This design comes from an exercise in tuning for small area on the open sky130 flow, not from production work. The RTL was checked by simulation tests, not by an equivalence proof against the original design. The clock port is modelled as an ideal driver; clocking choices that lean on that would not hold on a real chip. Power figures rest on the tool's default switching activity, not on a simulated workload.

Design pyro_stream_ingest, start of the top module:
module pyro_stream_ingest (
    input  wire         clk,
    input  wire         rst,           
    input  wire         in_valid,      
    input  wire [7:0]   in_byte,
    input  wire [31:0]  now,           
    output reg          ev_valid,      
    output wire [2:0]   ev_code,       
    output reg  [87:0]  rec_0001,      
    output reg  [7:0]   rec_0002,      
    output reg  [103:0] rec_0201,      
    output reg  [7:0]   last_seq,      
    output reg          online         
);
Size in the first run: about 360 flip-flops.
export LEC_CHECK = 0
export CAP_MARGIN = 20
export CORE_MARGIN = 2
export CORE_UTILIZATION = 65
export PLACE_DENSITY = 0.8
export SLEW_MARGIN = 20
export SYNTH_HIERARCHICAL = 1
create_clock -name core_clock -period 10.0 [get_ports {clk}]
standard.sh (not shown) runs the stock make flow with config.mk's settings and CLKGATE_MAP_FILE= SYNTH_SCRIPT=/design/flow/synth_recipe.tcl, a recipe that flattens the netlist after the stock synthesis.
==> flow/flow/run.sh <==
#!/bin/bash
# Own layout flow: the standard flow (standard.sh, all ORFS steps unchanged),
# with the port buffers made of the smallest buffer cell and a clock tree of
# smaller buffers without dummy loads. Each make step logs to orfs/logs/...;
# the whole run's output goes to standard.log in this folder.
set -euo pipefail
export BUFFER_PORTS_ARGS="-buffer_cell sky130_fd_sc_hd__buf_1"
export CTS_ARGS="-sink_clustering_enable -repair_clock_nets -dont_use_dummy_load -buf_list sky130_fd_sc_hd__clkbuf_4 -sink_clustering_size 9 -sink_clustering_max_diameter 40"
export POST_CTS_TCL="$PWD/flow/post_cts.tcl"
bash standard.sh > standard.log 2>&1
==> flow/flow/post_cts.tcl <==
# After CTS: downsize gates off the critical paths (repair_timing's power
# recovery, which also cuts area), then repair slew and capacitance again and
# legalise the placement.
repair_timing -recover_power 100 -verbose
repair_design -cap_margin 20 -slew_margin 20 -verbose
detailed_placement
check_placement -verbose
Then changed:
- CORE_UTILIZATION: 65 -> 80
- PLACE_DENSITY: 0.8 -> 0.9
After rerunning: Synthesized area is unchanged. Count of clock-buffer cells in the layout falls by 2. Routed wire length is higher by 0.40%. Clock power drops by about 2%. Core utilization goes up by 15 points.
Then changed:
- CORE_UTILIZATION: 80 -> 90
- PLACE_DENSITY: 0.9 -> 0.95
After rerunning: Now the flow aborted during global placement without I/O on GPL-0301. Synthesized area does not change. Synthesized cell count is unchanged.
Then changed:
- CORE_UTILIZATION: 90 -> 85
- PLACE_DENSITY: 0.95 -> 0.92
The new run went through all stages and came out clean.
Area after synthesis stays the same.
Synthesized cell count does not change.

---

Another version of the RTL of pyro_stream_ingest (not shown whole).
For scale: roughly 1100 cells after synthesis, about 360 flip-flops.
clock: 10.0 ns
lec_check: 0
cap_margin: 0
core_margin: 2
core_utilization: 65
place_density: 0.8
slew_margin: 0
synth_hierarchical: 1
==> flow/flow/run.sh <==
#!/bin/bash
# Own layout flow: the standard flow (standard.sh, all ORFS steps unchanged),
# with the port buffers made of the smallest buffer cell and a clock tree of
# smaller buffers without dummy loads. Each make step logs to orfs/logs/...;
# the whole run's output goes to standard.log in this folder.
set -euo pipefail
export BUFFER_PORTS_ARGS="-buffer_cell sky130_fd_sc_hd__buf_1"
export CTS_ARGS="-sink_clustering_enable -repair_clock_nets -dont_use_dummy_load -buf_list sky130_fd_sc_hd__clkbuf_4 -sink_clustering_size 9 -sink_clustering_max_diameter 40"
export RECOVER_POWER=100
bash standard.sh > standard.log 2>&1
The starting point produced a layout that fails on max-capacitance violations, max-slew violations.
Rerun with:
--- a/flow/flow/run.sh
+++ b/flow/flow/run.sh
@@ -8,3 +8,2 @@
 export CTS_ARGS="-sink_clustering_enable -repair_clock_nets -dont_use_dummy_load -buf_list sky130_fd_sc_hd__clkbuf_4 -sink_clustering_size 9 -sink_clustering_max_diameter 40"
-export RECOVER_POWER=100
 bash standard.sh > standard.log 2>&1
CAP_MARGIN = 20   (was 0)
CORE_UTILIZATION = 40   (was 65)
PLACE_DENSITY = unset   (was 0.8)
SLEW_MARGIN = 20   (was 0)
With this change the flow went through all stages and came out clean. Wire length went up by 12%. Clock skew went up by 35 ps. Via count came out lower by 2.5%. Count of clock-buffer cells in the layout increases by 7.

-- port drivers added, routing unchanged --
In the flow no input, the clock included, has a driving cell. The finished layouts below were timed again as built, in two steps. Step 1 assumes that a clkbuf_16 drives the clock port and a buf_2 every other input. Step 2, shift: input delay + t, output delay - t, t = (earliest + latest rising clock arrival at the registers) / 2. This alone moves slack from input paths to output paths. Three values: ideal ports, drivers, drivers and shift; two values: the first two.
run | shift t [ns] | setup WS [ns] | worst hold slack (ns) | slew at the worst register clock pin (ns)
the first run of note 1 | 0.687 | 4.611 / 4.633 / 3.946 | 0.459 / 0.459 / 0.459 | 0.10 / 0.10
the second run of note 1 | 0.682 | 3.642 / 3.655 / 2.973 | 0.474 / 0.474 / 0.474 | 0.11 / 0.11
the fourth run of note 1 | 0.679 | 3.828 / 3.847 / 3.168 | 0.471 / 0.471 / 0.471 | 0.12 / 0.12
the first run of note 2 | 0.686 | 2.939 / 2.962 / 2.275 | 0.453 / 0.453 / 0.453 | 0.10 / 0.10
the second run of note 2 | 0.721 | 4.711 / 4.737 / 4.016 | 0.460 / 0.460 / 0.460 | 0.10 / 0.10
For the second run of note 2, which loses most, drivers alone change the setup slack by +0.026 ns; drivers and shift together by -0.695 ns.
